Background: an optimization exercise with open tools, aiming at small area. Do not read the settings as production practice. In this exercise RTL edits were held to simulation tests only and were not proved equivalent to the original. Power is estimated from default activity; no workload was simulated.

==> design/flow/design.v <==
module pm2_cpu (
    input  wire        clk,
    input  wire        rst,           
    output reg         mem_req,
    output reg         mem_we,
    output reg         mem_word,
    output reg  [31:0] mem_addr,
    output reg  [31:0] mem_wdata,
    input  wire [31:0] mem_rdata,
    input  wire        mem_ready,
    output wire        halted
);
    localparam [3:0] S_CLR  = 4'd0,    
                     S_F1   = 4'd1,    
                     S_F2   = 4'd2,    
                     S_MEM  = 4'd3,    
                     S_MD   = 4'd4,    
                     S_HALT = 4'd5,
                     S_ALU  = 4'd8,    
                     S_ADR  = 4'd9,    
                     S_LOAD = 4'd10,   
                     S_WR   = 4'd11,   
                     S_FIN  = 4'd12,   
                     S_JMP  = 4'd13;   
    reg  [3:0]   state;
    reg  [2:0]   ph;         
    reg  [1:0]   rc;         
    reg          inpass;     
    reg  [31:0]  Q, T, H;
    reg          zf, cy, cip, zacc, hs;
    reg  [2:0]   k;          
    reg          o7, o4;
    reg  [3:0]   o;
    reg  [3:0]   rd, p1, p2;
    reg  [511:0] rf;
    reg  [31:0]  ipr;
    assign halted = (state == S_HALT);
    wire ph0   = (ph == 3'd0);
    wire ph7   = (ph == 3'd7);
    wire pass  = state[3];
    wire act   = pass & (inpass | ph0);
    wire fin   = act & ph7;
    wire xfer  = mem_req & mem_ready;
    wire clr   = (state == S_CLR);
    wire [3:0] d1 = rf[{p1, 5'd0} +: 4];
    wire [3:0] d2 = rf[{p2, 5'd0} +: 4];
    wire       sub  = o[0] & ~o[2];
    wire       cin  = ph0 ? sub : cy;
    wire [4:0] asum = {1'b0, d1} + {1'b0, d2 ^ {4{sub}}} + {4'd0, cin};
    reg  [3:0] alu_r;
    always @(*) begin
        case ({o[3], o[2:0]})
            4'hC:    alu_r = d1 & d2;
            4'hD:    alu_r = d1 | d2;
            4'hE:    alu_r = d1 ^ d2;
            4'hF:    alu_r = ~d1;
            4'h0:    alu_r = d1 ^ d2;           
            default: alu_r = asum[3:0];         
        endcase
    end
    wire [3:0] ipsrc = (state == S_JMP) ? Q[3:0] : ipr[3:0];
    wire [2:0] kk    = (state == S_ADR) ? {o7, ~o7} : k;
    wire [4:0] ipsum = {1'b0, ipsrc} + {2'b0, ph0 ? kk : {2'b0, cip}};
    wire [3:0] ipnew = ipsum[3:0];
    wire       ip_we = (act & (state != S_ADR) & (state != S_LOAD)) | clr;
    wire [3:0] qtop  = (state == S_LOAD) ? d1 : ipnew;
    always @(posedge clk)
        ipr <= {ip_we ? (ipnew & {4{~clr}}) : ipr[3:0], ipr[31:4]};
    wire       ldb_hi = o7 & ~o4 & o[0] & (ph[2] | ph[1]);
    wire [3:0] wsrc   = (~o7 & ~o[0]) ? H[3:0] : Q[3:0];    
    wire [3:0] wq     = wsrc & {4{~ldb_hi}};
    wire       wr_en  = act & (((state == S_ALU) & o[3]) | (state == S_WR));
    wire [3:0] wdig   = clr ? 4'd0 : (state == S_ALU) ? alu_r : wq;
    wire [3:0] zdig   = (state == S_ALU) ? alu_r : (state == S_LOAD) ? d2 : wq;
    wire       znext  = (ph0 | zacc) & (zdig == 4'd0);
    genvar r;
    generate
        for (r = 0; r < 16; r = r + 1) begin : g_rf
            wire we = clr | (wr_en & (rd == r));
            always @(posedge clk)
                rf[r*32 +: 32] <= {we ? wdig : rf[r*32 +: 4], rf[r*32+4 +: 28]};
        end
    endgenerate
    wire        mulop = ~o[0];
    wire [32:0] ma = {H, Q[31] & ~mulop};
    wire [32:0] mb = mulop ? {1'b0, T & {32{Q[31]}}} : {~hs, T ^ {32{~hs}}};
    wire [32:0] ms;
    wire [20:0] mcy;
    assign mcy[0] = ~mulop & ~hs;
    genvar i;
    generate
        for (i = 0; i < 20; i = i + 1) begin : g_madd
            assign ms[i]    = ma[i] ^ mb[i] ^ mcy[i];
            assign mcy[i+1] = (ma[i] & mb[i]) | (mcy[i] & (ma[i] ^ mb[i]));
        end
    endgenerate
    assign ms[32:20] = ma[32:20] + mb[32:20] + {12'd0, mcy[20]};
    wire [7:0] op = mem_rdata[31:24];
    wire [7:0] b1 = mem_rdata[23:16];
    wire [7:0] b2 = mem_rdata[15:8];
    wire [7:0] b3 = mem_rdata[7:0];
    wire h1 = |b1[7:4];
    wire h2 = |b2[7:4];
    wire h3 = |b3[7:4];
    wire f_rrr  = (op[7:3] == 5'b01011) & (op[2:0] != 3'd7);
    wire f_rr   = (op == 8'h5F) | (op == 8'h60);
    wire f_md   = (op[7:1] == 7'b0101101);
    wire f_6    = (op[7:2] == 6'b100000) | (op == 8'h90);
    wire f_jmp  = (op == 8'h08);
    wire f_br   = (op[7:1] == 7'b0001000);
    wire f_take = op[0] ^ zf;
    wire f_halt = (op == 8'hFF);
    reg  [2:0] f_k;
    reg  [3:0] f_next;
    always @(*) begin
        f_k    = 3'd1;
        f_next = S_FIN;
        if (f_halt) begin
            f_next = S_HALT;
        end else if (f_6) begin
            f_k    = 3'd6;
            f_next = h1 ? S_FIN : S_ADR;
        end else if (f_rrr) begin
            f_k    = 3'd4;
            f_next = (h1 | h2 | h3) ? S_FIN : f_md ? S_LOAD : S_ALU;
        end else if (f_rr) begin
            f_k    = 3'd3;
            f_next = (h1 | h2) ? S_FIN : S_ALU;
        end else if (f_jmp | (f_br & f_take)) begin
            f_k    = 3'd0;
            f_next = S_ADR;
        end else if (f_br) begin
            f_k    = 3'd5;
        end
    end
    always @(*) begin
        mem_req   = (state == S_F1) | (state == S_F2) | (state == S_MEM);
        mem_we    = (state == S_MEM) & o[1];
        mem_word  = ~((state == S_MEM) & o[0]);
        mem_addr  = Q;
        mem_wdata = T;
    end
    always @(posedge clk) begin
        H  <= (state == S_LOAD || state == S_WR) ? {4'd0, H[31:4]} : ms[31:0];
        hs <= (state == S_MD) & ms[32];
    end
    always @(posedge clk) begin
        ph <= ph + 3'd1;
        if (act) begin
            zacc <= znext;
            cy   <= asum[4];
            cip  <= ipsum[4];
        end
        if (rst) begin
            state  <= S_CLR;
            ph     <= 3'd0;
            inpass <= 1'b0;
            zf     <= 1'b0;
            k      <= 3'd0;
        end else begin
            inpass <= act & ~ph7;
            case (state)
                S_CLR: if (ph7) state <= S_FIN;
                S_F1: if (xfer) begin
                    o7 <= op[7];
                    o4 <= op[4];
                    o  <= op[3:0];
                    rd <= b1[3:0];
                    p1 <= op[3] ? b2[3:0] : b1[3:0];
                    p2 <= op[7] ? b1[3:0] : op[3] ? b3[3:0] : b2[3:0];
                    k  <= f_k;
                    state <= f_next;
                end
                S_F2: if (xfer) begin
                    Q <= mem_rdata;
                    if (!o7)
                        state <= (!o4 && mem_rdata[31:24] != 8'd0) ? S_HALT : S_JMP;
                    else
                        state <= o4 ? S_WR : S_MEM;
                end
                S_MEM: if (xfer) begin
                    Q     <= mem_rdata;
                    state <= o[1] ? S_FIN : S_WR;
                end
                S_MD: begin
                    Q  <= {Q[30:0], ~ms[32]};
                    if (ph7) begin
                        rc <= rc + 2'd1;
                        if (rc == 2'd3)
                            state <= S_WR;
                    end
                end
                S_HALT: ;    
                default: if (act) begin    
                    Q <= {qtop, Q[31:4]};
                    if (state == S_ADR || state == S_LOAD)
                        T <= {d2, T[31:4]};
                    rc <= 2'd0;
                    if (ph7) begin
                        case (state)
                            S_ALU:   zf <= znext;
                            S_WR:    if (!o7) zf <= znext;
                            default: ;
                        endcase
                        case (state)
                            S_ADR:   state <= S_F2;
                            S_LOAD:  state <= (o[0] & znext) ? S_FIN : S_MD;
                            default: state <= S_F1;
                        endcase
                    end
                end
            endcase
        end
    end
endmodule
==> design/flow/flow/run.sh <==
#!/bin/bash
set -e
export BUFFER_PORTS_ARGS="-buffer_cell sky130_fd_sc_hd__buf_1"
export CTS_ARGS="-sink_clustering_enable -repair_clock_nets -dont_use_dummy_load -buf_list sky130_fd_sc_hd__clkbuf_8 -sink_clustering_size 24 -sink_clustering_max_diameter 40"
bash standard.sh > standard.log 2>&1
==> design/flow/standard.sh <==
#!/bin/bash
# synth_recipe.tcl (not shown) runs the flow's synth.tcl, then flattens the netlist and writes it again
# the make line also repeats each setting of config.mk as NAME=value (left out here)
make -C /OpenROAD-flow-scripts/flow DESIGN_CONFIG=/design/flow/config.mk WORK_HOME=/design/flow/orfs CLKGATE_MAP_FILE= SYNTH_SCRIPT=/design/flow/synth_recipe.tcl "${@:-finish}"
==> design/flow/config.mk <==
export PLATFORM = sky130hd
export DESIGN_NAME = pm2_cpu
export DESIGN_NICKNAME = pm2_cpu
export VERILOG_FILES = /design/flow/design.v
export SDC_FILE = /design/flow/constraint.sdc
export NUM_CORES = 4
export LEC_CHECK = 0
export CAP_MARGIN = 20
export CORE_MARGIN = 2
export CORE_UTILIZATION = 55
export SLEW_MARGIN = 20
==> design/flow/constraint.sdc <==
create_clock -name core_clock -period 12.0 [get_ports {clk}]
set_input_delay 2.4000 -clock core_clock [delete_from_list [all_inputs] [get_ports {clk}]]
set_output_delay 2.4000 -clock core_clock [all_outputs]
set_load 0.01 [all_outputs]
==> results of run 1 <==
[sequential cells by signal, summed over array words and instances, names as in the netlist, 2 cells and up]
name   flops
T         32
ipr       32
o          4
p1         4
rc         2
H         32
rd         4
ph         3
k          3
rf       512
p2         4
Q         32
state      4
[routing by layer]
layer / GRT usage, % / wire length, um
met1: 29.6 / 19100
met2: 33.8 / 18500
met3: 3.34 / 2050
met4: 8.63 / 1310
met5: 0 / 0
[critical path: cells and delay by family (launching register included)]
family,cells,cell delay [ns]
xor+xnor,1,0.19
buf+inv,1,0.09
mux,1,0.26
simple gates,1,0.17
compound gates,7,0.91
flops,1,0.43
fa+ha+maj,22,8.67
[cells in the final DEF (no fill, tap or decap), types with 17 or more instances in the layout]
cell      netlist  final
dfxtp_1       589    589
nand2_1       142    141
o21ai_0       105    105
buf_1           4    102
nor2_1         90     88
edfxtp_1       87     87
nand3_1        79     79
a21oi_1        68     68
clkbuf_8        0     60
inv_1          41     41
a22oi_1        36     36
ha_1           29     29
fa_1           25     25
mux4_2         19     19
mux2i_1        17     17
buf_4           0     17
[cell families after synthesis]
| group | count (synthesis) | share of synthesized area [%] |
|---|---|---|
| flops | 676 | 70.6 |
| buf+inv | 101 | 2.10 |
| mux | 58 | 5.10 |
| xor+xnor | 20 | 0.858 |
| fa+ha+maj | 54 | 4.23 |
| simple gates | 384 | 8.65 |
| compound gates | 280 | 8.52 |
[report_power, final]
part | leakage, uW | internal, uW | switching [uW] | total [uW]
Sequential | 0.00554 | 2340 | 33.1 | 2370
Combinational | 0.00253 | 125 | 151 | 276
Clock | 0.000431 | 443 | 653 | 1100
Total | 0.00850 | 2910 | 837 | 3740
[final timing paths]
| check | startpoint | to | slack (ns) | cells past startpoint |
|---|---|---|---|---|
| worst max register to register | o[0] | Q[0] | 1.01 | 33 |
| worst max-delay path | o[0] | Q[0] | 1.01 | 33 |
| worst min register to register | rf[211] | rf[207] | 0.29 | 0 |
| worst min-delay path | rf[211] | rf[207] | 0.29 | 0 |
[metrics by stage]
step / hold slack (ns) / total power (uW) / std cells / cell area (um^2) / utilization, %
floorplan: 0.310 / 2630 / 1573 / 20400 / -
finish: 0.288 / 3740 / 2162 / 22100 / 60.4
detailed placement: 0.312 / 2700 / 2102 / 21300 / 58.1
CTS: 0.291 / 3790 / 2162 / 22100 / 60.4
global placement: 0.310 / 2690 / 2102 / 21300 / 58.1
global route: 0.290 / 3920 / 2162 / 22100 / 60.4
[final cells by class]
cell class / instances / share of cell area (%)
multi-input cells: 796 / 25.4
well taps: 468 / 2.65
clock buffers: 60 / 3.73
flip-flops and latches: 676 / 65.1
inverters: 43 / 0.730
repair buffers: 119 / 2.31
==> impl_metrics.sql, run 1 <==
INSERT INTO impl_metrics (metric_group, metric, value, unit) VALUES
('outcome', 'outcome', 'timing/DRC/antenna clean', ''),
('yosys', 'fraction_of_registers_with_async_set_or_reset_after_synthesis', '0', '%'),
('detailed_routing', 'drt_iter0_drc', '648', ''),
('clocking', 'cts_setup_buffers', '0', ''),
('grt', 'wire_length_of_the_first_global_routing_pass', '62900', 'um'),
('sta', 'timing.clock.skew', '0.111', 'ns'),
('sta', 'setup_ws', '1.01', 'ns'),
('detailed_routing', 'totalWireLength', '40900', 'um'),
('place', 'routabilityCongestion', '0.862', ''),
('clocking', 'cts-hold-fix-buffers', '0', ''),
('job', 'number_of_maximum_capacitance_violations', '0', ''),
('sta', 'rsz0062_at_grt', 'no', ''),
('setup_path', 'worstPathArrival', '11.33', 'ns'),
('detailed_routing', 'final_antenna_net_count', '0', ''),
('detailed_routing', 'via_count', '11600', ''),
('clocking', 'clock_sinks', '676', ''),
('setup_path', 'timing_worst_setup_path_type', 'flop to flop', ''),
('pwr', 'irDropWorstVdd', '0.158', 'mV'),
('grt', 'grt_overflow_total', '0', ''),
('grt', 'antenna_found_initial', '0', ''),
('setup_path', 'worst_path_max_delay_cell', 'fa_1', ''),
('clocking', 'latest_clock_arrival_within_the_worst_skew_pair', '0.69', 'ns'),
('floorplan', 'initial_utilization', '55.8', '%'),
('cells_and_area', 'multi_input_comb_area', '5620', 'um^2'),
('yosys', 'synthesis.area', '20400', 'um^2'),
('yosys', 'synth_fp_nets', '1662', ''),
('cells_and_area', 'area_of_all_sequential_standard_cells', '14400', 'um^2'),
('yosys', 'ys_warn_count', '1', ''),
('yosys', 'synth.ff_latch_count', '676', ''),
('grt', 'grt_start_max_net_pins', '85', ''),
('floorplan', 'fp.dieW', '197', 'um'),
('pwr', 'power_leakage', '0.00850', 'uW'),
('detailed_routing', 'routedWlPerCell', '18.9', 'um'),
('clocking', 'cts_tree', 'done', ''),
('sta', 'finalSetupTns', '0', 'ns'),
('detailed_routing', 'vias_per_cell', '5.37', ''),
('floorplan', 'design.core.area', '36600', 'um^2'),
('sta', 'minimum_clock_period_after_layout', '10.99', 'ns'),
('floorplan', 'num_rows', '70', ''),
('yosys', 'synth_edf_count', '87', ''),
('cells_and_area', 'num_antenna_cells', '0', ''),
('detailed_routing', 'first_pass_iters', '5', ''),
('sta', 'finalSetupViolations', '0', ''),
('setup_path', 'critPathLaunchType', 'flop', ''),
('cells_and_area', 'drive_gt1_share', '7.73', '%'),
('cells_and_area', 'fillCellCount', '2979', ''),
('clocking', 'cts.reportedPaths.clkPinSlew', '0.11', 'ns'),
('setup_path', 'cp-end-kind', 'flop', ''),
('sta', 'timing.fmax', '91.0', 'MHz'),
('place', 'detailedPlacementHpwl', '27700', 'um'),
('yosys', 'synth_area_leader_cell', 'dfxtp_1', ''),
('yosys', 'synth_top_cells_by_count', '589 x dfxtp_1, 142 x nand2_1, 105 x o21ai_0', ''),
('pwr', 'power_density', '169', 'nW/um^2'),
('sta', 'post-route-period-util', '91.6', '%'),
('yosys', 'synth_cell_types', '71', ''),
('sta', 'max_slew_margin', '35.1', '%'),
('clocking', 'htreeDepth', '2', ''),
('yosys', 'syn_avg_cell_area', '13.0', 'um^2'),
('yosys', 'post-synth-top-count-cell', 'dfxtp_1', ''),
('clocking', 'clockRootBuffer', 'clkbuf_8', ''),
('yosys', 'netlist.area_leader.share', '57.8', '%'),
('setup_path', 'delay_of_the_slowest_critical_path_stage', '0.45', 'ns'),
('sta', 'timing.final.hold_violations', '0', ''),
('cells_and_area', 'areaGrowthSynthToFinish', '8.30', '%'),
('yosys', 'synth-seq-area-share', '70.6', '%'),
('worst_hold_path', 'worstHoldPathType', 'flop to flop', ''),
('setup_path', 'critical_path_peak_fanout', '4', ''),
('grt', 'via_count_of_the_first_global_routing_pass', '11200', ''),
('floorplan', 'die-height', '197', 'um'),
('cells_and_area', 'nets', '1785', ''),
('floorplan', 'die_area', '38700', 'um^2');
==> run 2: changes to the inputs <==
==> design/flow/flow/run.sh (replaced) <==
#!/bin/bash
set -e
export BUFFER_PORTS_ARGS="-buffer_cell sky130_fd_sc_hd__buf_1"
export CTS_ARGS="-sink_clustering_enable -repair_clock_nets -dont_use_dummy_load -buf_list sky130_fd_sc_hd__clkbuf_4 -sink_clustering_size 10 -sink_clustering_max_diameter 30"
bash standard.sh > standard.log 2>&1
==> run 2 against run 1 <==
Still clean on timing, DRC and antenna. Clock-buffer cell count increased by 44. Design area shrank 0.19%. Synthesized cell count unchanged. Maximum frequency hardly changed. Power shrank 0.98%. Global-route usage grew 0.34 points. Critical path type unchanged. Critical endpoint unchanged. Highest routed layer unchanged.
==> impl_metrics.sql, run 2 <==
INSERT INTO impl_metrics (metric_group, metric, value, unit) VALUES
('yosys', 'synth-xor-area-share', '0.858', '%'),
('clocking', 'cts_tree', 'done', ''),
('sta', 'finalSetupViolations', '0', ''),
('worst_hold_path', 'worstHoldPathType', 'flop to flop', ''),
('cells_and_area', 'core_util_final', '60.3', '%'),
('yosys', 'synthCells', '1573', ''),
('clocking', 'htreeDepth', '3', ''),
('floorplan', 'num_rows', '70', ''),
('grt', 'wire_length_of_the_first_global_routing_pass', '63800', 'um'),
('floorplan', 'design.core.area', '36600', 'um^2'),
('yosys', 'netlist.area_leader.share', '57.8', '%'),
('cells_and_area', 'largest_reg_flops', '512', ''),
('floorplan', 'initial_utilization', '55.8', '%'),
('yosys', 'ys_warn_count', '1', ''),
('sta', 'post-route-period-util', '91.6', '%'),
('yosys', 'synth_area_leader_cell', 'dfxtp_1', ''),
('clocking', 'cts_setup_buffers', '0', ''),
('setup_path', 'crit_path_frequent_cell', 'fa_1', ''),
('yosys', 'synth.ff_latch_count', '676', ''),
('yosys', 'synth_top_cells_by_count', '589 x dfxtp_1, 142 x nand2_1, 105 x o21ai_0', ''),
('grt', 'antenna_found_initial', '1', ''),
('clocking', 'cts_inserted_buffers', '104', ''),
('detailed_routing', 'via_count', '11900', ''),
('grt', 'grt_start_max_net_pins', '85', ''),
('yosys', 'synth.mux.area_fraction', '5.10', '%'),
('place', 'routabilityCongestion', '0.862', ''),
('grt', 'grt_overflow_total', '0', ''),
('yosys', 'post-synth-top-count-cell', 'dfxtp_1', ''),
('yosys', 'synthesis.area', '20400', 'um^2'),
('sta', 'rsz0062_at_grt', 'no', ''),
('yosys', 'synth-seq-area-share', '70.6', '%'),
('setup_path', 'worstRegToRegCells', '33', ''),
('clocking', 'clockRootBuffer', 'clkbuf_4', ''),
('sta', 'tightest_slew', '0.997', 'ns'),
('yosys', 'netlist_top_cells_area', 'dfxtp_1 58%, edfxtp_1 13%, nand2_1 2.6%', ''),
('yosys', 'synth-compound-area-share', '8.52', '%'),
('clocking', 'cts_resized', '0', ''),
('setup_path', 'critPathLaunchType', 'flop', ''),
('setup_path', 'delay_of_the_slowest_critical_path_stage', '0.45', 'ns'),
('yosys', 'post_synth_and_or_nand_nor_area_fraction', '8.65', '%'),
('grt', 'gr-usage-all-layers', '21.6', '%'),
('pwr', 'power_density', '168', 'nW/um^2'),
('sta', 'timing.fmax', '91.0', 'MHz'),
('setup_path', 'worst_path_max_delay_cell', 'fa_1', ''),
('sta', 'drv_slew', '0', ''),
('floorplan', 'fp.dieW', '197', 'um'),
('cells_and_area', 'biggest_register', 'rf', ''),
('place', 'detailedPlacementHpwl', '27700', 'um'),
('sta', 'finalSetupTns', '0', 'ns'),
('clocking', 'cts.reportedPaths.clkPinSlew', '0.08', 'ns'),
('yosys', 'synth_top_family_by_area', 'simple AND/OR/NAND/NOR gates', ''),
('setup_path', 'critical_path_peak_fanout', '4', ''),
('setup_path', 'cp_num_cells', '33', ''),
('detailed_routing', 'routedWlPerCell', '18.7', 'um'),
('cells_and_area', 'drive_gt1_share', '10.1', '%'),
('place', 'dp_cells', '2102', ''),
('cells_and_area', 'layout.cells.most_common_list', '589 x dfxtp_1, 141 x nand2_1, 105 x o21ai_0', ''),
('sta', 'max_slew_margin', '33.5', '%'),
('sta', 'hold_ws', '0.265', 'ns'),
('detailed_routing', 'drt_iter0_drc', '693', ''),
('floorplan', 'design.portCount', '103', ''),
('floorplan', 'die_area', '38700', 'um^2'),
('cells_and_area', 'areaGrowthSynthToFinish', '8.10', '%'),
('clocking', 'latest_clock_arrival_within_the_worst_skew_pair', '0.81', 'ns'),
('clocking', 'clock_sinks', '676', ''),
('detailed_routing', 'vias_per_cell', '5.39', ''),
('setup_path', 'worst_ep_required_time', '12.46', 'ns'),
('setup_path', 'timing_worst_setup_path_type', 'flop to flop', ''),
('setup_path', 'worstPathArrival', '11.45', 'ns'),
('detailed_routing', 'remaining_drc_errors', '0', ''),
('place', 'number_of_input_and_output_port_buffers_inserted', '102', ''),
('yosys', 'synth_cell_types', '71', ''),
('cells_and_area', 'final_cell_count_no_fill', '2207', ''),
('detailed_routing', 'first_pass_iters', '4', ''),
('detailed_routing', 'final_antenna_net_count', '0', ''),
('setup_path', 'cpLargestDelayFamily', 'adder cells', ''),
('yosys', 'fraction_of_registers_with_async_set_or_reset_after_synthesis', '0', '%'),
('floorplan', 'die-height', '197', 'um'),
('cells_and_area', 'final_common_cell', 'dfxtp_1', ''),
('pwr', 'power_leakage', '0.00855', 'uW'),
('outcome', 'outcome', 'timing/DRC/antenna clean', ''),
('pwr', 'irDropWorstVdd', '0.122', 'mV'),
('sta', 'minimum_clock_period_after_layout', '10.99', 'ns'),
('sta', 'timing.final.hold_violations', '0', ''),
('grt', 'via_count_of_the_first_global_routing_pass', '11700', ''),
('job', 'number_of_maximum_capacitance_violations', '0', ''),
('worst_hold_path', 'hold_path_depth', '0', ''),
('clocking', 'max-clock-path-buffers', '3', ''),
('clocking', 'cts-hold-fix-buffers', '0', ''),
('cells_and_area', 'nets', '1829', ''),
('yosys', 'syn_avg_cell_area', '13.0', 'um^2'),
('yosys', 'dominantRegCellSynth', 'dfxtp_1', ''),
('detailed_routing', 'totalWireLength', '41200', 'um'),
('yosys', 'synth_edf_count', '87', ''),
('setup_path', 'worstPathBufferInverterCount', '1', ''),
('sta', 'timing.clock.skew', '0.107', 'ns'),
('yosys', 'synth_fp_nets', '1662', ''),
('setup_path', 'cp-end-kind', 'flop', ''),
('yosys', 'synth_adder_area_share', '4.23', '%');
run 2: path summary, 6_finish.rpt:
check / startpoint / endpoint / slack (ns)
max: o[0] / Q[0] / 1.01
min: rf[23] / rf[19] / 0.26
max reg2reg: o[0] / Q[0] / 1.01
min reg2reg: rf[23] / rf[19] / 0.26
run 2: kinds of logic after synthesis:
group	Yosys count
muxes	58
xor gates and xnor gates	20
buffers and inverters	101
adders and majority gates	54
DFF	676
AOI/OAI and AO/OA	280
and+or+nand+nor	384
run 2: layout make-up:
class,count,area [um^2]
Fill cell,3005,14500
Inverter,43,161
Tap cell,468,586
Timing Repair Buffer,119,510
Clock buffer,104,781
Multi-Input combinational cell,796,5620
Sequential cell,676,14400
Antenna cell,1,2.50
run 2: report_power, final:
part / switching [uW] / total (uW) / internal, uW
Clock: 665 / 1060 / 395
Sequential: 32.5 / 2370 / 2340
Combinational: 151 / 277 / 125
Total: 849 / 3710 / 2860
run 2: worst register-to-register path: cells and delay by family (launching register included):
family / cells / cell delay (ns)
XOR/XNOR: 1 / 0.19
buffers and inverters: 1 / 0.09
flip-flops: 1 / 0.43
AO/OA/AOI/OAI: 7 / 0.91
AND/OR/NAND/NOR: 1 / 0.17
multiplexers: 1 / 0.26
adder cells (fa/ha/maj): 22 / 8.67
run 2: through the flow:
step           setup WS (ns)  instance area [um^2]  total power [uW]
4_1_cts                0.935                 22100              3760
6_report                1.01                 22100              3710
2_1_floorplan           1.07                 20400              2630
3_3_place_gp            1.10                 21300              2690
5_1_grt                0.495                 22100              3900
3_5_place_dp           0.915                 21300              2700
run 2: layer usage:
layer	routed length, um	track usage (%)	vias up
li1	-	-	5781
met1	18800	29.2	5671
met2	18800	34.1	364
met3	2450	4.55	78
met4	1180	9.38	0
met5	0	0	-
==> run 3: changes to the inputs <==
==> design/flow/flow/run.sh (replaced) <==
#!/bin/bash
set -e
export BUFFER_PORTS_ARGS="-buffer_cell sky130_fd_sc_hd__buf_1"
export CTS_ARGS="-sink_clustering_enable -repair_clock_nets -dont_use_dummy_load -buf_list sky130_fd_sc_hd__clkbuf_8 -sink_clustering_size 16 -sink_clustering_max_diameter 50"
bash standard.sh > standard.log 2>&1
==> run 3 against run 2 <==
Still clean. Clock skew down 0.052 ns. Clock power about the same. Cell count down 2.4%. Design area down 0.24%. Critical path depth unchanged. Sequential power about the same. Clock-buffer cell count down 51. First-iteration DRC count down 13%. Wire length down 0.34%. Synthesized area unchanged. Synthesized cell count unchanged. Worst setup slack better by 0.0042 ns. Largest power group unchanged.
==> impl_metrics.sql, run 3 <==
INSERT INTO impl_metrics (metric_group, metric, value, unit) VALUES
('cells_and_area', 'largest_reg_flops', '512', ''),
('sta', 'max_slew_margin', '35.1', '%'),
('detailed_routing', 'drt_iter0_drc', '605', ''),
('yosys', 'syn_avg_cell_area', '13.0', 'um^2'),
('cells_and_area', 'areaGrowthSynthToFinish', '7.83', '%'),
('grt', 'grt_start_max_net_pins', '85', ''),
('place', 'routabilityCongestion', '0.862', ''),
('yosys', 'synth_cell_types', '71', ''),
('setup_path', 'cpLargestDelayFamily', 'adder cells', ''),
('yosys', 'synth-seq-area-share', '70.6', '%'),
('sta', 'timing.fmax', '91.0', 'MHz'),
('setup_path', 'rr_endpoint', 'Q[0]', ''),
('worst_hold_path', 'hp-start', 'rf[146]', ''),
('sta', 'minimum_clock_period_after_layout', '10.98', 'ns'),
('floorplan', 'die_area', '38700', 'um^2'),
('setup_path', 'cp-end-kind', 'flop', ''),
('setup_path', 'delay_of_the_slowest_critical_path_stage', '0.45', 'ns'),
('clocking', 'cts_setup_buffers', '0', ''),
('yosys', 'netlist_top_cells_area', 'dfxtp_1 58%, edfxtp_1 13%, nand2_1 2.6%', ''),
('floorplan', 'fp.dieW', '197', 'um'),
('clocking', 'latest_clock_arrival_within_the_worst_skew_pair', '0.65', 'ns'),
('cells_and_area', 'finish.instance_area', '22000', 'um^2'),
('setup_path', 'rr_startpoint', 'o[0]', ''),
('detailed_routing', 'first_pass_iters', '5', ''),
('floorplan', 'design.portCount', '103', ''),
('worst_hold_path', 'hold_path_depth', '0', ''),
('yosys', 'ys_warn_count', '1', ''),
('floorplan', 'initial_utilization', '55.8', '%'),
('clocking', 'clock_sinks', '676', ''),
('yosys', 'netlist.area_leader.share', '57.8', '%'),
('place', 'place_area', '21300', 'um^2'),
('detailed_routing', 'remaining_drc_errors', '0', ''),
('setup_path', 'worst_path_max_delay_cell', 'fa_1', ''),
('setup_path', 'worstPathBufferInverterCount', '1', ''),
('setup_path', 'crit_path_frequent_cell', 'fa_1', ''),
('worst_hold_path', 'worstHoldPathType', 'flop to flop', ''),
('cells_and_area', 'nets', '1778', ''),
('grt', 'antenna_found_initial', '0', ''),
('detailed_routing', 'final_antenna_net_count', '0', ''),
('yosys', 'post-synth-top-count-cell', 'dfxtp_1', ''),
('outcome', 'outcome', 'timing/DRC/antenna clean', ''),
('cells_and_area', 'layout.cells.most_common_list', '589 x dfxtp_1, 141 x nand2_1, 105 x o21ai_0', ''),
('cells_and_area', 'drive_gt1_share', '7.35', '%'),
('clocking', 'cts_resized', '0', ''),
('worst_hold_path', 'hold_path_end', 'rf[142]', ''),
('pwr', 'power_density', '168', 'nW/um^2'),
('clocking', 'max-clock-path-buffers', '3', ''),
('clocking', 'cts_tree', 'done', ''),
('yosys', 'synth_edf_count', '87', ''),
('sta', 'finalSetupViolations', '0', ''),
('setup_path', 'worstPathArrival', '11.31', 'ns'),
('cells_and_area', 'biggest_register', 'rf', ''),
('clocking', 'cts-hold-fix-buffers', '0', ''),
('cells_and_area', 'num_antenna_cells', '0', ''),
('sta', 'timing.clock.skew', '0.0552', 'ns'),
('grt', 'gr-usage-all-layers', '21.3', '%'),
('detailed_routing', 'totalWireLength', '41100', 'um'),
('setup_path', 'worstRegToRegCells', '33', ''),
('pwr', 'post-layout-total-power', '3690', 'uW'),
('yosys', 'synth_top_cells_by_count', '589 x dfxtp_1, 142 x nand2_1, 105 x o21ai_0', ''),
('setup_path', 'critPathLaunchType', 'flop', ''),
('sta', 'post-route-period-util', '91.5', '%'),
('pwr', 'power_leakage', '0.00845', 'uW'),
('clocking', 'htreeDepth', '2', ''),
('clocking', 'clockRootBuffer', 'clkbuf_8', ''),
('place', 'dp_cells', '2102', ''),
('yosys', 'synthCells', '1573', ''),
('floorplan', 'die-height', '197', 'um'),
('place', 'detailedPlacementHpwl', '27700', 'um'),
('setup_path', 'critical_path_peak_fanout', '4', ''),
('yosys', 'synth_fp_nets', '1662', ''),
('floorplan', 'num_rows', '70', ''),
('yosys', 'synthesis.area', '20400', 'um^2'),
('grt', 'via_count_of_the_first_global_routing_pass', '11200', ''),
('sta', 'finalSetupTns', '0', 'ns'),
('clocking', 'cts_inserted_buffers', '53', ''),
('detailed_routing', 'via_count', '11600', ''),
('yosys', 'fraction_of_registers_with_async_set_or_reset_after_synthesis', '0', '%'),
('setup_path', 'ff2ff_setup_slack', '1.02', 'ns'),
('clocking', 'cts.reportedPaths.clkPinSlew', '0.09', 'ns'),
('place', 'number_of_input_and_output_port_buffers_inserted', '102', ''),
('detailed_routing', 'routedWlPerCell', '19.1', 'um'),
('floorplan', 'design.core.area', '36600', 'um^2'),
('cells_and_area', 'final_cell_count_no_fill', '2155', ''),
('sta', 'tightest_slew', '0.973', 'ns'),
('yosys', 'synth.ff_latch_count', '676', ''),
('detailed_routing', 'vias_per_cell', '5.40', ''),
('grt', 'grt_overflow_total', '0', ''),
('setup_path', 'worst_ep_required_time', '12.33', 'ns'),
('setup_path', 'timing_worst_setup_path_type', 'flop to flop', ''),
('pwr', 'irDropWorstVdd', '0.119', 'mV'),
('grt', 'wire_length_of_the_first_global_routing_pass', '63000', 'um'),
('sta', 'timing.final.hold_violations', '0', ''),
('yosys', 'dominantRegCellSynth', 'dfxtp_1', ''),
('sta', 'drv_slew', '0', ''),
('sta', 'rsz0062_at_grt', 'no', ''),
('yosys', 'synth_area_leader_cell', 'dfxtp_1', ''),
('job', 'number_of_maximum_capacitance_violations', '0', ''),
('cells_and_area', 'final_common_cell', 'dfxtp_1', '');
-- run 3: final cells by class --
class / count / area, um^2
Multi-Input combinational cell: 796 / 5620
Timing Repair Buffer: 119 / 510
Sequential cell: 676 / 14400
Clock buffer: 53 / 729
Inverter: 43 / 161
Tap cell: 468 / 586
Fill cell: 2999 / 14600
-- run 3: routing by layer --
metal	wire, um	global-route usage (%)
met2	18700	34.0
met4	1220	8.21
met5	0	0
met3	1910	3.58
met1	19200	29.5
-- run 3: worst max path at each step --
stage	cells past startpoint	slack [ns]	to	start
global placement	33	1.10	Q[0]	o[0]
CTS	33	0.92	Q[0]	o[0]
global route	33	0.47	Q[0]	o[0]
floorplan	35	1.07	Q[0]	o[0]
detailed placement	33	0.91	Q[0]	o[0]
finish	33	1.02	Q[0]	o[0]
-- run 3: report_power, final --
part	leakage [uW]	internal [uW]	switching [uW]	total [uW]
Sequential	0.00554	2340	33.0	2370
Clock	0.000381	394	649	1040
Combinational	0.00253	125	151	276
-- run 3: metrics by stage --
stage	setup WS [ns]	utilization, %	hold slack, ns
global placement	1.10	58.1	0.310
floorplan	1.07	-	0.310
CTS	0.918	60.1	0.303
finish	1.02	60.1	0.304
detailed placement	0.915	58.1	0.312
global route	0.471	60.1	0.308
-- run 3: logic make-up after synthesis --
family,share of synthesized area (%)
adders and majority gates,4.23
DFF,70.6
xor gates and xnor gates,0.858
buffers and inverters,2.10
and+or+nand+nor,8.65
AOI/OAI and AO/OA,8.52
muxes,5.10
==> run 4: changes to the inputs <==
--- a/design/flow/config.mk
+++ b/design/flow/config.mk
@@ -9,3 +9,4 @@
 export CORE_MARGIN = 2
-export CORE_UTILIZATION = 55
+export CORE_UTILIZATION = 65
+export GPL_TIMING_DRIVEN = 0
 export SLEW_MARGIN = 20
==> run 4 against run 3 <==
Cell count is 1.2% lower. Non-clock buffer count is 48 higher. Critical endpoint unchanged. Maximum frequency is 3.8% lower. Sequential share of layout area is 0.30 points lower. Die area is 15% lower. Clock power hardly changed. Power is 0.28% lower. Sequential power hardly changed.
==> impl_metrics.sql, run 4 <==
INSERT INTO impl_metrics (metric_group, metric, value, unit) VALUES
('setup_path', 'delay_of_the_slowest_critical_path_stage', '0.45', 'ns'),
('cells_and_area', 'biggest_register', 'rf', ''),
('sta', 'finalSetupTns', '0', 'ns'),
('yosys', 'dominantRegCellSynth', 'dfxtp_1', ''),
('floorplan', 'die_area', '32800', 'um^2'),
('yosys', 'synth.ff_latch_count', '676', ''),
('pwr', 'proportion_of_power_drawn_by_the_clock_network', '27.5', '%'),
('clocking', 'clock_sinks', '676', ''),
('worst_hold_path', 'worstHoldPathType', 'flop to flop', ''),
('pwr', 'irDropWorstVdd', '0.141', 'mV'),
('floorplan', 'design.core.area', '30700', 'um^2'),
('setup_path', 'worst_path_max_delay_cell', 'fa_1', ''),
('detailed_routing', 'final_antenna_net_count', '0', ''),
('yosys', 'syn_avg_cell_area', '13.0', 'um^2'),
('grt', 'grt_overflow_total', '0', ''),
('grt', 'wire_length_of_the_first_global_routing_pass', '64400', 'um'),
('cells_and_area', 'core_util_final', '71.9', '%'),
('setup_path', 'worst_ep_required_time', '12.31', 'ns'),
('clocking', 'cts_inserted_buffers', '52', ''),
('yosys', 'fraction_of_registers_with_async_set_or_reset_after_synthesis', '0', '%'),
('grt', 'gr-usage-all-layers', '25.4', '%'),
('cells_and_area', 'largest_reg_flops', '512', ''),
('sta', 'timing.clock.skew', '0.0746', 'ns'),
('yosys', 'netlist.area_leader.share', '57.8', '%'),
('grt', 'via_count_of_the_first_global_routing_pass', '12000', ''),
('sta', 'max_slew_margin', '34.6', '%'),
('yosys', 'synth_cell_types', '71', ''),
('setup_path', 'crit_path_frequent_cell', 'fa_1', ''),
('place', 'detailedPlacementHpwl', '30700', 'um'),
('yosys', 'synth_area_leader_cell', 'dfxtp_1', ''),
('sta', 'hold_ws', '0.272', 'ns'),
('yosys', 'synth_edf_count', '87', ''),
('setup_path', 'critical_path_peak_fanout', '10', ''),
('sta', 'finalSetupViolations', '0', ''),
('detailed_routing', 'first_pass_iters', '6', ''),
('cells_and_area', 'num_antenna_cells', '0', ''),
('pwr', 'swShare', '22.3', '%'),
('cells_and_area', 'drive_gt1_share', '6.86', '%'),
('grt', 'antenna_found_initial', '1', ''),
('sta', 'tightest_slew', '0.979', 'ns'),
('setup_path', 'worstPathArrival', '11.72', 'ns'),
('yosys', 'synth-seq-area-share', '70.6', '%'),
('floorplan', 'initial_utilization', '66.4', '%'),
('detailed_routing', 'totalWireLength', '41800', 'um'),
('sta', 'timing.fmax', '87.6', 'MHz'),
('detailed_routing', 'remaining_drc_errors', '0', ''),
('detailed_routing', 'via_count', '12000', ''),
('clocking', 'max-clock-path-buffers', '3', ''),
('detailed_routing', 'routedWlPerCell', '19.6', 'um'),
('yosys', 'ys_warn_count', '1', ''),
('floorplan', 'design.portCount', '103', ''),
('pwr', 'power_leakage', '0.00852', 'uW'),
('setup_path', 'ff2ff_setup_slack', '0.58', 'ns'),
('cells_and_area', 'fillCellCount', '2087', ''),
('clocking', 'htreeDepth', '2', ''),
('pwr', 'switchingPower', '822', 'uW'),
('floorplan', 'fp.dieW', '181', 'um'),
('clocking', 'clockRootBuffer', 'clkbuf_8', ''),
('sta', 'drv_slew', '0', ''),
('clocking', 'latest_clock_arrival_within_the_worst_skew_pair', '0.59', 'ns'),
('yosys', 'synthCells', '1573', ''),
('sta', 'minimum_clock_period_after_layout', '11.42', 'ns'),
('grt', 'grt_start_max_net_pins', '17', ''),
('cells_and_area', 'areaGrowthSynthToFinish', '8.34', '%'),
('place', 'number_of_input_and_output_port_buffers_inserted', '102', ''),
('setup_path', 'timing_worst_setup_path_type', 'flop to flop', ''),
('floorplan', 'num_rows', '64', ''),
('cells_and_area', 'multi_input_comb_area', '5610', 'um^2'),
('job', 'number_of_maximum_capacitance_violations', '0', ''),
('cells_and_area', 'final_common_cell', 'dfxtp_1', ''),
('yosys', 'synth_top_cells_by_count', '589 x dfxtp_1, 142 x nand2_1, 105 x o21ai_0', ''),
('yosys', 'synth_fp_nets', '1662', ''),
('outcome', 'outcome', 'timing/DRC/antenna clean', ''),
('floorplan', 'die-height', '181', 'um'),
('pwr', 'power_density', '166', 'nW/um^2'),
('sta', 'timing.final.hold_violations', '0', ''),
('yosys', 'synthesis.area', '20400', 'um^2'),
('place', 'routabilityCongestion', '0.927', ''),
('clocking', 'cts_tree', 'done', ''),
('pwr', 'p_int', '2860', 'uW'),
('cells_and_area', 'area_of_all_sequential_standard_cells', '14400', 'um^2'),
('cells_and_area', 'nets', '1825', ''),
('clocking', 'cts.reportedPaths.clkPinSlew', '0.09', 'ns'),
('yosys', 'netlist_top_cells_area', 'dfxtp_1 58%, edfxtp_1 13%, nand2_1 2.6%', ''),
('setup_path', 'cp-end-kind', 'flop', ''),
('setup_path', 'critPathLaunchType', 'flop', ''),
('place', 'dp_cells', '2077', ''),
('pwr', 'power_frac_comb', '8.2', '%'),
('cells_and_area', 'layout.cells.most_common_list', '589 x dfxtp_1, 142 x nand2_1, 106 x buf_1', ''),
('cells_and_area', 'final_cell_count_no_fill', '2130', ''),
('sta', 'rsz0062_at_grt', 'no', ''),
('sta', 'post-route-period-util', '95.1', '%'),
('detailed_routing', 'vias_per_cell', '5.65', ''),
('pwr', 'power.sequential.fraction', '64.3', '%'),
('yosys', 'post-synth-top-count-cell', 'dfxtp_1', ''),
('detailed_routing', 'drt_iter0_drc', '964', '');
run 4: cell counts after synthesis:
No cell type changed its count.
run 4: path summary, 6_finish.rpt:
kind | start | to | cells after the start
worst max-delay path | o[0] | Q[0] | 36
worst min-delay path | rf[273] | rf[269] | 0
worst max register to register | o[0] | Q[0] | 36
worst min register to register | rf[273] | rf[269] | 0
run 4: area by class of cell:
type,instances,share of cell area (%)
multi-input combinational,796,25.4
tap,396,2.24
timing repair buffer,110,2.09
buffer,57,1.20
clock buffer,52,3.24
sequential,676,65.1
inverter,43,0.730
run 4: worst max-delay path: cells and delay by family, from the launching register on:
kind            cells  cell delay (ns)
fa+ha+maj          22             8.77
xor+xnor            1             0.14
flops               1             0.38
compound gates      6             0.74
simple gates        2             0.24
buf+inv             5             0.88
run 4: stage by stage:
step | setup slack (ns) | area [um^2] | total power [uW]
floorplan | 1.07 | 20400 | 2630
CTS | 0.172 | 22100 | 3710
detailed placement | -0.233 | 21400 | 2720
global route | 0.00799 | 22100 | 3840
global placement | 0.00338 | 21300 | 2700
finish | 0.585 | 22100 | 3680
run 4: logic make-up (layout without fill, tap and decap cells):
group | after synthesis | in the layout | synth area share (%)
AOI/OAI and AO/OA | 280 | 280 | 8.52
xor gates and xnor gates | 20 | 20 | 0.858
adders and majority gates | 54 | 54 | 4.23
buffers and inverters | 101 | 262 | 2.10
DFF | 676 | 676 | 70.6
muxes | 58 | 58 | 5.10
and+or+nand+nor | 384 | 384 | 8.65
run 4: timing repair:
item                                    CTS  global route
endpoints found under the setup margin    2             2
gates cloned                              0             0
pin swaps                                 1             1
buffers inserted                          1             1
gates resized for setup                   0             7
hold buffers                              0             0
run 4: power groups by stage:
| stage | Combinational, uW | Clock, uW | Sequential [uW] |
|---|---|---|---|
| 5_1_grt | 345 | 1120 | 2380 |
| 4_1_cts | 303 | 1040 | 2370 |
| 2_1_floorplan | 220 | 0 | 2410 |
| 6_report | 302 | 1010 | 2370 |
| 3_3_place_gp | 282 | 0 | 2420 |
| 3_5_place_dp | 294 | 0 | 2420 |
run 4: layer usage:
layer	vias up	routed length [um]	global-route usage, %	part of all wire, %
met4	0	1520	10.2	3.6
li1	5748	-	-	-
met3	106	2550	4.19	6.1
met2	431	19400	41.8	46
met5	-	0	0	0
met1	5746	18300	34.1	44

[what the ideal ports hide]
Ports are ideal in the flow. The routed layouts listed here were re-timed in OpenROAD. Step 1, drivers: a clkbuf_16 drives clk and a buf_2 each remaining input, both assumed. Step 2 also shifts input and output timing later by t, the mid clock arrival at the registers, as if the neighbouring blocks saw the same clock. Three values: ideal, step 1, step 2; two values: the first two.
| run | t, ns | setup WS [ns] | worst hold slack (ns) | latest minus earliest clock arrival (ns) |
|---|---|---|---|---|
| run 1 | 0.686 | 1.007 / 1.007 / 1.007 | 0.288 / 0.288 / 0.288 | 0.111 / 0.111 |
| run 2 | 0.801 | 1.011 / 1.011 / 1.011 | 0.265 / 0.265 / 0.265 | 0.108 / 0.108 |
| run 3 | 0.671 | 1.015 / 1.015 / 1.015 | 0.304 / 0.304 / 0.304 | 0.055 / 0.055 |
| run 4 | 0.603 | 0.585 / 0.585 / 0.585 | 0.272 / 0.272 / 0.272 | 0.077 / 0.077 |
After both steps every run listed still meets setup and hold.
